What follows belongs to an exercise in optimizing a design on an open flow for small area and a short achievable clock period; a production flow would make more cautious choices. The RTL was checked by simulation tests, not by an equivalence proof against the original design. Power is estimated from default activity; no workload was simulated.

`flow/config.mk`:
```
export PLATFORM = sky130hd
export DESIGN_NAME = zec
export DESIGN_NICKNAME = zec
export VERILOG_FILES = /design/flow/design.v
export SDC_FILE = /design/flow/constraint.sdc
export NUM_CORES = 4
export LEC_CHECK = 0
export CAP_MARGIN = 20
export CORE_MARGIN = 2
export CORE_UTILIZATION = 40
export SLEW_MARGIN = 20
```
`flow/constraint.sdc`:
```
create_clock -name core_clock -period 13.0 [get_ports {clk}]
set_input_delay 2.6000 -clock core_clock [delete_from_list [all_inputs] [get_ports {clk}]]
set_output_delay 2.6000 -clock core_clock [all_outputs]
set_load 0.01 [all_outputs]
```
`flow/design.v`:
```
module zec (
    input  wire        clk,
    input  wire        rst,
    input  wire        t_valid,
    input  wire [39:0] t_cmd,
    output wire        t_ready,
    output reg         t_rsp_valid,
    output wire [39:0] t_rsp,
    input  wire        h_valid,
    input  wire [39:0] h_cmd,
    output wire        h_ready,
    output reg         h_rsp_valid,
    output wire [39:0] h_rsp,
    output reg         hnote
);
    localparam [2:0] ST_OK        = 3'd0;
    localparam [2:0] ST_EMPTY     = 3'd1;
    localparam [2:0] ST_FULL      = 3'd2;
    localparam [2:0] ST_NOT_READY = 3'd3;
    localparam [2:0] ST_VMISMATCH = 3'd4;
    localparam [2:0] ST_BAD_ARG   = 3'd5;
    localparam [2:0] ST_ILLEGAL   = 3'd6;
    reg [1:0]   hs;
    reg [7:0]   seq;
    reg         nen;
    reg         npend;
    reg         prio_t;
    reg [3:0]   rxh, rxt, txh, txt;
    reg [127:0] rxm;             
    reg [127:0] txm;
    reg [7:0]   zrun;
    reg [7:0]   zrem;
    reg         esc;
    reg [31:0]  txcount, rxcount;
    reg [2:0]   r_st;
    reg [4:0]   r_lb;
    reg         r_rd;            
    reg [4:0]   r_ra;            
    reg         r_ssr, r_txc, r_rxc, r_drx, r_dtx;
    wire hs_on = |hs;
    wire fire  = npend & nen & hs_on;
    assign t_ready = ~rst & ~fire & ~(h_valid & ~prio_t);
    assign h_ready = ~rst & ~fire & ~(t_valid &  prio_t);
    wire gnt_t = t_valid & t_ready;
    wire gnt_h = h_valid & h_ready;
    wire [3:0] rxc   = rxh - rxt;
    wire [3:0] txc   = txh - txt;
    wire       rx_e  = (rxh == rxt);
    wire       tx_e  = (txh == txt);
    wire       rx_f  = (rxc == 4'd15);
    wire       tx_f  = (txc == 4'd15);
    wire [3:0] txfree = ~txc;      
    wire [3:0] rxt1  = rxt + 4'd1;
    wire [7:0] rv0 = rxm[8*rxt  +: 8];
    wire [7:0] rv1 = rxm[8*rxt1 +: 8];
    wire [7:0] top  = t_cmd[39:32];
    wire [7:0] tab  = t_cmd[7:0];
    wire       t_b  = ~|t_cmd[31:8];       
    wire       t_n  = t_b & ~|tab;         
    reg  [2:0] t_st;
    reg        t_rd, t_ra1;
    reg        t_ssr, t_txc, t_rxc;
    reg        t_setup, t_note, t_sig, t_nen;
    reg        t_rxpop, t_rxpop2, t_esc_set, t_esc_clr, t_zrem_dec, t_zrem_ld, t_rxinc;
    reg        t_zrun_inc, t_zrun_clr, t_txinc, t_txwr;
    reg [2:0]  t_elen;
    wire       zr0   = (zrun == 8'd0);
    wire       zr128 = (zrun == 8'd128);
    wire       zr254 = (zrun == 8'd254);
    wire       ab0   = ~|tab;
    wire       ab80  = (tab == 8'h80);
    wire       is_putb = (top == 8'h03);
    wire       caseA = is_putb & ab0 & zr254;
    wire [2:0] plen  = caseA ? 3'd2 : zr0 ? 3'd0 : zr128 ? 3'd4 : 3'd2;
    wire [2:0] blen  = (is_putb & ~caseA) ? (ab80 ? 3'd2 : 3'd1) : 3'd0;
    wire [2:0] elen  = plen + blen;
    wire       efull = ({1'b0, elen} > txfree);
    wire [7:0] cbyte     = esc ? rv0 : rv1;
    always @(*) begin
        t_st = ST_OK; t_rd = 1'b0; t_ra1 = 1'b0; t_ssr = 1'b0; t_txc = 1'b0; t_rxc = 1'b0;
        t_setup = 1'b0; t_note = 1'b0; t_sig = 1'b0; t_nen = 1'b0;
        t_rxpop = 1'b0; t_rxpop2 = 1'b0; t_esc_set = 1'b0; t_esc_clr = 1'b0;
        t_zrem_dec = 1'b0; t_zrem_ld = 1'b0; t_rxinc = 1'b0;
        t_zrun_inc = 1'b0; t_zrun_clr = 1'b0; t_txinc = 1'b0; t_txwr = 1'b0;
        t_elen = 3'd1;
        case (top)
            8'h01: if (!t_n) t_st = ST_ILLEGAL;
                   else t_setup = 1'b1;
            8'h02: begin
                if (!t_n) t_st = ST_ILLEGAL;
                else if (!hs_on) t_st = ST_NOT_READY;
                else if (zrem != 8'd0) begin
                    t_zrem_dec = 1'b1; t_rxinc = 1'b1;
                end else if (!esc) begin
                    if (rx_e) t_st = ST_EMPTY;
                    else begin
                        t_note = 1'b1; t_rxpop = 1'b1;
                        if (rv0 != 8'h80) begin
                            t_rxinc = 1'b1; t_rd = 1'b1;
                        end else if (rxc == 4'd1) begin
                            t_esc_set = 1'b1; t_st = ST_EMPTY;
                        end else begin
                            t_rxpop2 = 1'b1; t_rxinc = 1'b1;
                            if (rv1 == 8'h80) begin t_rd = 1'b1; t_ra1 = 1'b1; end
                            else t_zrem_ld = 1'b1;
                        end
                    end
                end else begin
                    if (rx_e) t_st = ST_EMPTY;
                    else begin
                        t_note = 1'b1; t_rxpop = 1'b1; t_esc_clr = 1'b1; t_rxinc = 1'b1;
                        if (rv0 == 8'h80) t_rd = 1'b1;
                        else t_zrem_ld = 1'b1;
                    end
                end
            end
            8'h03, 8'h04: begin
                if (is_putb ? !t_b : !t_n) t_st = ST_ILLEGAL;
                else if (!hs_on) t_st = ST_NOT_READY;
                else if (is_putb && ab0 && !zr254) begin
                    t_zrun_inc = 1'b1; t_txinc = 1'b1;
                end else if (efull) t_st = ST_FULL;
                else begin
                    t_txwr = 1'b1; t_elen = elen; t_zrun_clr = 1'b1;
                    t_txinc = is_putb;
                    t_note = (elen != 3'd0);
                end
            end
            8'h05: begin
                if (!t_b) t_st = ST_ILLEGAL;
                else if (!hs_on) t_st = ST_NOT_READY;
                else if (ab0) t_st = ST_BAD_ARG;
                else if (tx_f) t_st = ST_FULL;
                else begin
                    t_txwr = 1'b1; t_elen = 3'd1; t_note = 1'b1;
                end
            end
            8'h06: begin
                if (!t_n) t_st = ST_ILLEGAL;
                else if (!hs_on) t_st = ST_NOT_READY;
                else if (rx_e) t_st = ST_EMPTY;
                else begin
                    t_rxpop = 1'b1; t_note = 1'b1; t_rd = 1'b1;
                end
            end
            8'h07: begin
                if (!t_b) t_st = ST_ILLEGAL;
                else if (!ab0) t_st = ST_BAD_ARG;
                else t_nen = 1'b1;
            end
            8'h08: if (!t_n) t_st = ST_ILLEGAL;
                   else t_sig = 1'b1;
            8'h09: if (!t_n) t_st = ST_ILLEGAL;
                   else t_ssr = 1'b1;
            8'h0A: begin
                if (!t_b) t_st = ST_ILLEGAL;
                else if (tab == 8'd0) t_txc = 1'b1;
                else if (tab == 8'd1) t_rxc = 1'b1;
                else t_st = ST_BAD_ARG;
            end
            default: t_st = ST_ILLEGAL;
        endcase
    end
    wire [7:0]  hop  = h_cmd[39:32];
    wire [31:0] harg = h_cmd[31:0];
    wire [7:0]  hab  = h_cmd[7:0];
    wire        h_b  = ~|h_cmd[31:8];
    wire        h_n  = h_b & ~|hab;
    wire        pk_rx = (harg[31:4] == 28'h2000010);
    wire        pk_tx = (harg[31:4] == 28'h2000020);
    wire [3:0]  pa    = harg[3:0];
    wire        pk_rocc = ((pa - rxt) < rxc);
    wire        pk_tocc = ((pa - txt) < txc);
    reg  [2:0] h_st;
    reg  [4:0] h_lb;
    reg        h_rd, h_rtx, h_rpa;
    reg        h_ssr, h_drx, h_dtx;
    reg        h_sig, h_hs1, h_hs2, h_hs3, h_rxwr, h_txpop;
    always @(*) begin
        h_st = ST_OK; h_lb = 5'd0; h_rd = 1'b0; h_rtx = 1'b0; h_rpa = 1'b0; h_ssr = 1'b0; h_drx = 1'b0; h_dtx = 1'b0;
        h_sig = 1'b0; h_hs1 = 1'b0; h_hs2 = 1'b0; h_hs3 = 1'b0; h_rxwr = 1'b0; h_txpop = 1'b0;
        case (hop)
            8'h81: if (!h_n) h_st = ST_ILLEGAL;
                   else h_ssr = 1'b1;
            8'h82: begin
                if (!hs_on) h_st = ST_NOT_READY;
                else begin
                    h_ssr = 1'b1;
                    if (harg[31:8] == 24'hBEEF01) h_hs2 = (hs == 2'd1);
                    else begin h_hs1 = 1'b1; h_st = ST_VMISMATCH; end
                end
            end
            8'h83: begin
                if (!h_b) h_st = ST_ILLEGAL;
                else if (!hs[1]) h_st = ST_NOT_READY;
                else case (hab)
                    8'd0: h_drx = 1'b1;
                    8'd1: h_lb = 5'd16;
                    8'd2: h_dtx = 1'b1;
                    8'd3: h_lb = 5'd16;
                    8'd4: h_lb = 5'd1;
                    default: h_st = ST_BAD_ARG;
                endcase
            end
            8'h84: begin
                if (!h_b) h_st = ST_ILLEGAL;
                else if (!hs[1]) h_st = ST_NOT_READY;
                else if (hab == 8'd0) h_st = ST_BAD_ARG;
                else begin
                    h_hs3 = 1'b1;
                    if (rx_f) h_st = ST_FULL;
                    else h_rxwr = 1'b1;
                end
            end
            8'h85: begin
                if (!h_n) h_st = ST_ILLEGAL;
                else if (!hs[1]) h_st = ST_NOT_READY;
                else begin
                    h_hs3 = 1'b1;
                    if (tx_e) h_st = ST_EMPTY;
                    else begin h_txpop = 1'b1; h_rd = 1'b1; h_rtx = 1'b1; end
                end
            end
            8'h86: begin
                h_rpa = 1'b1;
                if (pk_rx) h_rd = pk_rocc;
                else if (pk_tx) begin h_rd = pk_tocc; h_rtx = 1'b1; end
                else h_st = ST_BAD_ARG;
            end
            8'h87: begin
                if (!h_b) h_st = ST_ILLEGAL;
                else case (hab)
                    8'd0: h_lb = {1'd0, rxh};
                    8'd1: h_lb = {1'd0, rxt};
                    8'd2: h_lb = {1'd0, txh};
                    8'd3: h_lb = {1'd0, txt};
                    default: h_st = ST_BAD_ARG;
                endcase
            end
            8'h88: if (!h_n) h_st = ST_ILLEGAL;
                   else h_sig = 1'b1;
            default: h_st = ST_ILLEGAL;
        endcase
    end
    wire       p4 = (plen == 3'd4);
    wire       p0 = (plen == 3'd0) | (top[2] & top[0]);     
    wire [7:0] e0 = p0 ? tab : 8'h80;
    wire [7:0] e1 = caseA ? 8'hFF : p4 ? 8'h7F : (plen == 3'd0) ? 8'h80 : zrun;
    wire [7:0] e2 = p4 ? 8'h80 : tab;
    wire [7:0] e3 = p4 ? 8'h01 : 8'h80;
    wire [7:0] e4 = tab;
    wire [7:0] e5 = 8'h80;
    wire tx_we = gnt_t & t_txwr;
    wire [15:0] hd = 16'd1 << txh;
    wire [5:0]  lgt;             
    genvar gk;
    generate
        for (gk = 0; gk < 6; gk = gk + 1) begin : g_lgt
            assign lgt[gk] = (t_elen > gk);
        end
    endgenerate
    wire rx_we = gnt_h & h_rxwr;
    genvar gi;
    generate
        for (gi = 0; gi < 16; gi = gi + 1) begin : g_slot
            wire h0 = hd[gi], h1 = hd[(gi+15)%16], h2 = hd[(gi+14)%16];
            wire h3 = hd[(gi+13)%16], h4 = hd[(gi+12)%16], h5 = hd[(gi+11)%16];
            wire s_ab = (h0 & p0) | (h2 & ~p4) | h4;
            wire s_e1 = h1;
            wire s_e3 = h3 & p4;
            wire we   = tx_we & ((h0 & lgt[0]) | (h1 & lgt[1]) | (h2 & lgt[2]) |
                                 (h3 & lgt[3]) | (h4 & lgt[4]) | (h5 & lgt[5]));
            wire [7:0] wd;
            assign wd[7]   = (s_ab & tab[7]) | (s_e1 & e1[7]) | ~(s_ab | s_e1 | s_e3);
            assign wd[6:1] = ({6{s_ab}} & tab[6:1]) | ({6{s_e1}} & e1[6:1]);
            assign wd[0]   = (s_ab & tab[0]) | (s_e1 & e1[0]) | s_e3;
            always @(posedge clk) begin
                if (we)
                    txm[8*gi +: 8] <= wd;
                if (rx_we && rxh == gi[3:0])
                    rxm[8*gi +: 8] <= hab;
            end
        end
    endgenerate
    always @(posedge clk) begin
        if (rst) begin
            hs <= 2'd0; seq <= 8'd0; nen <= 1'b0; npend <= 1'b0; prio_t <= 1'b1;
            rxh <= 4'd0; rxt <= 4'd0; txh <= 4'd0; txt <= 4'd0;
            zrun <= 8'd0; zrem <= 8'd0; esc <= 1'b0;
            txcount <= 32'd0; rxcount <= 32'd0;
            t_rsp_valid <= 1'b0; h_rsp_valid <= 1'b0; hnote <= 1'b0;
        end else begin
            t_rsp_valid <= gnt_t;
            h_rsp_valid <= gnt_h;
            hnote <= fire;
            if (gnt_t) prio_t <= 1'b0;
            else if (gnt_h) prio_t <= 1'b1;
            if (fire) begin
                npend <= 1'b0;
                seq   <= seq + 8'd1;
            end
            if (gnt_t) begin
                if (t_setup) begin
                    hs <= 2'd1; seq <= 8'd0; npend <= 1'b0;
                    rxh <= 4'd0; rxt <= 4'd0; txh <= 4'd0; txt <= 4'd0;
                    zrun <= 8'd0; zrem <= 8'd0; esc <= 1'b0;
                    txcount <= 32'd0; rxcount <= 32'd0;
                end else begin
                    if (t_note | t_sig) npend <= 1'b1;
                    if (t_nen) nen <= 1'b1;
                    if (t_rxpop) rxt <= t_rxpop2 ? rxt + 4'd2 : rxt1;
                    if (t_esc_set) esc <= 1'b1;
                    if (t_esc_clr | t_rxpop2) esc <= 1'b0;
                    if (t_zrem_dec) zrem <= zrem - 8'd1;
                    if (t_zrem_ld) zrem <= cbyte - 8'd1;
                    if (t_rxinc) rxcount <= rxcount + 32'd1;
                    if (t_zrun_inc) zrun <= zrun + 8'd1;
                    if (t_zrun_clr) zrun <= 8'd0;
                    if (t_txinc) txcount <= txcount + 32'd1;
                    if (tx_we) txh <= txh + {1'b0, t_elen};
                end
            end
            if (gnt_h) begin
                if (h_sig) npend <= 1'b1;
                if (h_hs1) hs <= 2'd1;
                if (h_hs2) hs <= 2'd2;
                if (h_hs3) hs <= 2'd3;
                if (rx_we) rxh <= rxh + 4'd1;
                if (h_txpop) txt <= txt + 4'd1;
            end
        end
    end
    always @(posedge clk) begin
        if (gnt_h) begin
            r_st <= h_st; r_lb <= h_lb; r_rd <= h_rd;
            r_ra <= {h_rtx, h_rpa ? pa : txt};
            r_ssr <= h_ssr; r_txc <= 1'b0; r_rxc <= 1'b0; r_drx <= h_drx; r_dtx <= h_dtx;
        end else begin
            r_st <= t_st; r_lb <= 5'd0; r_rd <= t_rd;
            r_ra <= {1'b0, t_ra1 ? rxt1 : rxt};
            r_ssr <= t_ssr; r_txc <= t_txc; r_rxc <= t_rxc; r_drx <= 1'b0; r_dtx <= 1'b0;
        end
    end
    wire [7:0] rd_byte = r_ra[4] ? txm[8*r_ra[3:0] +: 8] : rxm[8*r_ra[3:0] +: 8];
    wire [31:0] ssr = hs_on ? {24'hBEEF01, seq} : 32'd0;
    wire [31:0] rdat = ({32{r_ssr}} & ssr)
                     | ({32{r_txc}} & txcount)
                     | ({32{r_rxc}} & rxcount)
                     | ({32{r_drx}} & 32'h2000_0100)
                     | ({32{r_dtx}} & 32'h2000_0200)
                     | {27'd0, r_lb}
                     | {24'd0, {8{r_rd}} & rd_byte};
    assign t_rsp = {5'd0, r_st, rdat};
    assign h_rsp = {5'd0, r_st, rdat};
endmodule
```
`flow/run.sh`:
```
#!/bin/bash
# synth_recipe.tcl (not shown) runs the flow's synth.tcl, then flattens the netlist and writes it again
# the make line also repeats each setting of config.mk as NAME=value (left out here)
make -C /OpenROAD-flow-scripts/flow DESIGN_CONFIG=/design/flow/config.mk WORK_HOME=/design/flow/orfs CLKGATE_MAP_FILE= SYNTH_SCRIPT=/design/flow/synth_recipe.tcl finish
```
==> impl_metrics.csv, run 1 <==
group,metric,value,unit
status,status,"finished clean",
layout,register_area,0.0103,mm2
sta,min_period,8.50,ns
clock_tree,cts_tree,"done",
global_routing,grt_antenna_before_repair,6,
setup_path,ff2ff_setup_slack,6.84,ns
layout,nFillCells,5324,
sta,fmax,118,MHz
sta,grt_setup_unrepaired,"no",
placed_design,dp_hpwl,60.9,mm
layout,drive_gt1_share,12.2,%
sta,worst_slack,4.50,ns
logic_synthesis,synth_cells,2315,
die,fp-row-count,89,
setup_path,critPathSlowestCell,"clkdlybuf4s50_1",
die,core-area,0.0587,mm2
die,top_level_ports,169,
layout,layout.nets,2492,
logic_synthesis,async_reset_ff_share,0,%
logic_synthesis,yosysWarnings,1,
setup_path,path_cells,"clkdlybuf4s50_1, nor4_1, nand2_1, nor2_1, and3_1, ha_1, ha_1, nor2b_1, o21a_1, o21ai_0, o31ai_1, or4_1, o21ai_1, or2_2, a32o_1, a21oi_1, nor2_1",
sta,setup_viol,0,
setup_path,crit_required,13.21,ns
routing,drcViolationCount,0,
sta,maxSlewHeadroom,22.4,%
global_routing,grt_first_pass_wirelength,122,mm
clock_tree,cts-root-buf,"clkbuf_16",
power_and_ir_drop,power.density,102,mW/mm2
sta,period_share,65.4,%
clock_tree,cts_buffer_depth,3,
logic_synthesis,avgSynthCellArea,10.2,um2
global_routing,gr-total-overflow,0,
clock_tree,ctsHoldBuffers,0,
routing,drt-vias-per-instance,6.31,
setup_path,critPathMaxStageDelay,0.91,ns
power_and_ir_drop,power.leakage,8.45,nW
clock_tree,clock-sinks,388,
logic_synthesis,synth_edf_count,256,
layout,finalInstanceArea,0.0271,mm2
sta,drv_slew,0,
global_routing,grt_pass1_vias,18500,
placed_design,place_area,0.0256,mm2
layout,syn_to_final_growth,14.7,%
sta,tns,0,ns
logic_synthesis,syn_area,0.0236,mm2
die,start_util,40.3,%
die,die_area,0.0610,mm2
logic_synthesis,synthFlopType,"edfxtp_1",
global_routing,grt_max_degree,72,
sta,worst_pin_slew,1.16,ns
routing,drt_first_pass_iters,6,
logic_synthesis,synth-seq-cells,388,
die,die_h,247,um
layout,multi_input_area,0.0122,mm2
placed_design,io_buffers,158,
global_routing,grt_usage,26.7,%
sta,finalHoldViolations,0,
setup_path,crit_type,"input pin to register",
routing,wl_per_cell,26.1,um
clock_tree,clk_pin_slew,0.06,ns
clock_tree,cts_htree_levels,2,
setup_path,arrival,8.71,ns
min_path,hp-class,"register to register",
clock_tree,cts_buffers,44,
placed_design,place_congestion,0.973,
placed_design,pre_cts_slack,4.09,ns
clock_tree,postCtsSetupRepairBufs,0,
routing,drt_iter0_markers,2661,
setup_path,endpoint_kind,"register",
routing,ant_nets,0,
sta,skew,0.0335,ns
job,drv_cap,0,
logic_synthesis,synth.lib_cells_used.distinct,92,
clock_tree,clk_latency,0.61,ns
clock_tree,postCtsResizedCells,0,
routing,wirelength,82.9,mm
power_and_ir_drop,ir_worst_vdd,92.9,uV
routing,num_vias,20000,
die,die_w,247,um
setup_path,worst-path-max-fanout,23,
logic_synthesis,yosysSeqAreaShare,43.7,%
setup_path,start_kind,"input pin",
## power by group
group	total, mW	switching (mW)	internal [mW]
clock	1.32	0.546	0.775
combinational	0.126	0.0682	0.0580
sequential	1.31	0.00520	1.31
## registers in the layout (all words and copies together) (netlist names), 8 cells and up
signal,flops
rxcount,32
rxm,128
seq,8
txcount,32
txm,128
zrem,8
zrun,8
## cells in the final DEF, fill, tap and decap left out, drive strengths merged, types with 22 or more instances in the layout
cell	netlist	routed
and2	22	22
edfxtp	256	256
xnor2	45	45
o22ai	22	22
nand2	325	325
clkdlybuf4s50	0	158
nor3	50	50
nor2	182	182
a21oi	107	107
o21ai	177	177
mux4	130	130
dfxtp	132	132
ha	39	39
xor2	40	40
o221ai	32	32
nor2b	23	23
nor4	29	29
nand4	32	32
or3	26	26
mux2i	35	35
and3	35	35
nand3	77	77
clkbuf	122	57
buf	82	40
inv	48	53
## kinds of logic after synthesis
logic type      Yosys count  share of synthesized area, %
xor+xnor                 85                          3.18
fa+ha+maj                44                          2.49
simple gates            873                          17.6
other cells               1                        0.0159
compound gates          485                          13.1
flops                   388                          43.7
buf+inv                 254                          4.94
mux                     185                          14.9
## metrics by stage
| stage | total power [mW] | std cells | hold WS, ns | utilization [%] |
|---|---|---|---|---|
| CTS | 2.77 | 3170 | 0.499 | 46.2 |
| finish | 2.76 | 3173 | 0.500 | 46.2 |
| detailed placement | 1.46 | 3090 | 0.492 | 43.6 |
| global placement | 1.46 | 3090 | 0.476 | 43.6 |
| floorplan | 1.40 | 2324 | 0.458 | - |
| global route | 2.82 | 3171 | 0.532 | 46.2 |
## worst max-delay path, delay by kind of cell
| family | cells | cell delay (ns) |
|---|---|---|
| AO/OA/AOI/OAI | 6 | 1.51 |
| adder cells (fa/ha/maj) | 2 | 0.69 |
| AND/OR/NAND/NOR | 8 | 2.96 |
| buffers and inverters | 1 | 0.91 |
## cell usage after synthesis (all sizes together) (11+ instances only)
library cell	n	area, um2
nand2b	20	125
nor4	29	218
inv	48	180
a31oi	17	106
clkbuf	122	458
or3	26	163
a22oi	17	128
a221o	20	200
nor2	182	683
mux2	20	229
mux4	130	2950
nor3	50	255
xor2	40	350
nor3b	13	97.6
nand3	77	385
edfxtp	256	7690
mux2i	35	350
and2	22	138
a22o	11	96.3
nand2	325	1220
and3	35	219
a21oi	107	536
nand4	32	200
nor2b	23	144
dfxtp	132	2640
a21o	11	82.6
o221ai	32	280
xnor2	45	402
o21ai	177	897
ha	39	488
o22ai	22	164
buf	82	522
## metal layers
| layer | part of all wire, % | up-vias | GRT usage [%] | wire [um] |
|---|---|---|---|---|
| li1 | - | 8757 | - | - |
| met1 | 41 | 9896 | 36.9 | 33600 |
| met2 | 44 | 1187 | 40.2 | 36600 |
| met3 | 11 | 184 | 7.26 | 9430 |
| met4 | 3.9 | 8 | 9.71 | 3210 |
| met5 | 0.062 | - | 0 | 51 |
## path summary, 6_finish.rpt
check / from / endpoint / cells after the start
worst min-delay path: prio_t / prio_t / 1
worst max-delay path: t_cmd[1] / txm[124] / 17
worst min register to register: prio_t / prio_t / 1
worst max register to register: txh[0] / txm[124] / 15
## area by class of cell
class	count	area share [%]
Multi-Input combinational cell	1682	45.0
Clock inverter	23	1.04
Timing Repair Buffer	198	6.94
Antenna cell	2	0.0185
Sequential cell	388	38.1
Tap cell	773	3.57
Clock buffer	57	4.56
Inverter	50	0.692
==> inputs of run 2 (changes only) <==
--- a/flow/config.mk
+++ b/flow/config.mk
@@ -9,3 +9,4 @@
 export CORE_MARGIN = 2
 export CORE_UTILIZATION = 40
+export SETUP_SLACK_MARGIN = 5
 export SLEW_MARGIN = 20
==> run 2 against run 1 <==
- largest power group unchanged
- area after synthesis is the same
- critical endpoint is now txm[48]
- final area grew 0.16%
- clock skew shrank 0.0033 ns
- sequential cell count is the same
- via count shrank 0.17%
- clock power is essentially flat
- highest routed layer unchanged
- sequential power is essentially flat
- global-route usage is the same
==> impl_metrics.csv, run 2 <==
group,metric,value,unit
global_routing,grt_usage,26.7,%
placed_design,io_buffers,158,
logic_synthesis,yosys-top-cells-count,"nand2_1 (324), edfxtp_1 (256), nor2_1 (182)",
routing,wl_per_cell,26.1,um
setup_path,worst-path-max-fanout,23,
clock_tree,cts_buffers,44,
logic_synthesis,yosysWarnings,1,
routing,drt-vias-per-instance,6.30,
logic_synthesis,synth_top_family_by_area,"simple AND/OR/NAND/NOR gates",
min_path,hp-class,"register to register",
die,start_util,40.3,%
layout,mostFrequentLayoutCells,"nand2_1 (324), edfxtp_1 (256), nor2_1 (176)",
logic_synthesis,synth.top_cell.area_share,32.5,%
die,die_h,247,um
logic_synthesis,async_reset_ff_share,0,%
sta,maxSlewHeadroom,22.4,%
logic_synthesis,synthFlopType,"edfxtp_1",
logic_synthesis,muxShareOfSynthArea,14.9,%
power_and_ir_drop,ir_worst_vdd,92.9,uV
routing,drcViolationCount,0,
placed_design,pre_cts_slack,4.09,ns
status,status,"finished clean",
logic_synthesis,synthXorXnorAreaFrac,3.18,%
power_and_ir_drop,power.density,102,mW/mm2
logic_synthesis,synth-simple-area-share,17.6,%
sta,fmax,129,MHz
global_routing,grt_max_degree,72,
die,fp-row-count,89,
logic_synthesis,ys_top_cells_by_area,"edfxtp_1 (33%), mux4_2 (12%), dfxtp_1 (11%)",
sta,skew,0.0302,ns
routing,drt_iter0_markers,2657,
logic_synthesis,synth.most_common_cell,"nand2_1",
global_routing,grt_first_pass_wirelength,122,mm
logic_synthesis,synth-seq-cells,388,
logic_synthesis,synth_edf_count,256,
routing,drt_first_pass_iters,9,
clock_tree,clk_latency,0.61,ns
power_and_ir_drop,p_int,2.14,mW
power_and_ir_drop,power_frac_seq,47.5,%
logic_synthesis,synth_cells,2315,
sta,min_period,7.74,ns
sta,drv_slew,0,
logic_synthesis,synthAdderAreaFrac,2.49,%
sta,grt_setup_unrepaired,"no",
global_routing,grt_antenna_before_repair,6,
sta,period_share,59.5,%
power_and_ir_drop,switchingPower,622,uW
clock_tree,postCtsSetupRepairBufs,0,
die,die_area,0.0610,mm2
layout,largestRegisters,"rxm x128, txm x128",
power_and_ir_drop,switching_share,22.5,%
power_and_ir_drop,pwr-share-comb,4.6,%
job,drv_cap,0,
routing,wirelength,82.9,mm
layout,nFillCells,5321,
logic_synthesis,synth.lib_cells_used.distinct,92,
routing,ant_nets,0,
setup_path,crit_required,13.21,ns
sta,finalHoldViolations,0,
layout,drive_gt1_share,12.7,%
global_routing,gr-total-overflow,0,
logic_synthesis,synth_top_cell_by_area,"edfxtp_1",
logic_synthesis,synth_compound_area_share,13.1,%
clock_tree,clock-sinks,388,
clock_tree,clk_pin_slew,0.06,ns
logic_synthesis,avgSynthCellArea,10.2,um2
layout,layout.nets,2492,
sta,worst_pin_slew,1.16,ns
routing,num_vias,20000,
power_and_ir_drop,clkPwrFrac,47.9,%
global_routing,grt_pass1_vias,18500,
clock_tree,cts_htree_levels,2,
die,die_w,247,um
layout,syn_to_final_growth,14.9,%
power_and_ir_drop,power.leakage,8.47,nW
sta,worst_slack,5.26,ns
sta,setup_viol,0,
clock_tree,cts-root-buf,"clkbuf_16",
setup_path,arrival,7.94,ns
die,top_level_ports,169,
logic_synthesis,yosysSeqAreaShare,43.7,%
placed_design,dp_hpwl,60.9,mm
setup_path,start_kind,"input pin",
setup_path,endpoint_kind,"register",
setup_path,crit_type,"input pin to register",
clock_tree,cts_tree,"done",
sta,tns,0,ns
layout,layout_commonest_cell,"nand2_1",
logic_synthesis,syn_area,0.0236,mm2
placed_design,place_congestion,0.973,
power_and_ir_drop,finalPower,2.76,mW
clock_tree,cts_buffer_depth,3,
die,core-area,0.0587,mm2
-- run 2: cell counts after synthesis --
Identical to the previous run, type by type.
-- run 2: layout make-up --
| type | instances | area, um2 | share of cell area (%) |
|---|---|---|---|
| Inverter | 50 | 188 | 0.691 |
| Clock buffer | 57 | 1230 | 4.55 |
| Sequential cell | 388 | 10300 | 38.1 |
| Tap cell | 773 | 967 | 3.56 |
| Timing Repair Buffer | 198 | 1890 | 6.95 |
| Multi-Input combinational cell | 1682 | 12300 | 45.1 |
| Antenna cell | 1 | 2.50 | 0.00922 |
| Clock inverter | 23 | 282 | 1.04 |
-- run 2: repair_timing --
action / CTS / global route
hold buffers: 0 / 0
setup endpoints to repair: 96 / 128
gates resized for setup: 1 / 12
-- run 2: final timing paths --
kind                  from      end  slack, ns  depth (start not counted)
hold reg to reg     prio_t   prio_t       0.50                          1
hold / removal      prio_t   prio_t       0.50                          1
setup / recovery  t_cmd[6]  txm[48]       5.26                         15
setup reg to reg    rxt[1]  rxm[94]       7.26                         10
-- run 2: power by group through the flow --
stage | combinational [mW] | sequential (mW) | clock [mW]
3_5_place_dp | 0.125 | 1.34 | 0
5_1_grt | 0.133 | 1.31 | 1.38
6_report | 0.126 | 1.31 | 1.32
2_1_floorplan | 0.0652 | 1.34 | 0
3_3_place_gp | 0.123 | 1.34 | 0
4_1_cts | 0.125 | 1.31 | 1.33
-- run 2: stage by stage --
| step | hold slack (ns) | cell area (um2) | instances | utilization, % |
|---|---|---|---|---|
| floorplan | 0.458 | 23700 | 2324 | - |
| global placement | 0.476 | 25600 | 3090 | 43.6 |
| detailed placement | 0.492 | 25600 | 3090 | 43.6 |
| CTS | 0.499 | 27100 | 3170 | 46.2 |
| global route | 0.532 | 27200 | 3171 | 46.3 |
| finish | 0.500 | 27200 | 3172 | 46.3 |
-- run 2: critical path: stages --
cell	delay [ns]
clkdlybuf4s50_1	1.05
nor2_1	0.15
nand2_1	0.19
nor2_1	0.05
and3_1	0.22
ha_1	0.48
ha_1	0.31
nor2b_1	0.13
o21a_1	0.15
o21ai_0	0.24
o31ai_1	0.16
or4_1	0.89
o21ai_2	0.44
nand2_1	0.13
a21oi_1	0.71
-- run 2: logic make-up after synthesis --
logic type,after synthesis
flip-flops,388
buffers and inverters,254
AND/OR/NAND/NOR,873
AO/OA/AOI/OAI,485
other,1
XOR/XNOR,85
adder cells (fa/ha/maj),44
multiplexers,185
-- run 2: layer usage --
layer  track usage, %  up-vias  share of wire [%]
li1                 -     8770                  -
met3             7.26      169                 11
met2             40.2     1135                 44
met1             36.9     9916                 41
met4             9.71        8                3.7
met5                0        -              0.062

## afterwards: timing with drivers on the ports
No port has a modelled driver above. Below, the same layouts with a new extraction and two added sets of constraints. Step 1 sets driving cells, clkbuf_16 on the clock port and buf_2 on the other inputs (assumed; they add their load-dependent delay and slew). Step 2, shift: input delay + t, output delay - t, t = (earliest + latest rising clock arrival at the registers) / 2. This alone moves slack from input paths to output paths. a / b / c = no drivers / after step 1 / after step 2; a / b = the first two.
| run | shift t [ns] | setup WS [ns] | hold WS [ns] |
|---|---|---|---|
| run 1 | 0.650 | 4.496 / 4.535 / 3.885 | 0.500 / 0.500 / 0.500 |
| run 2 | 0.653 | 5.265 / 5.305 / 4.652 | 0.500 / 0.500 / 0.500 |
After both steps every run listed still meets setup and hold. The setup slack of run 2, which loses most, moves by +0.040 ns with the drivers and by -0.613 ns with both steps.
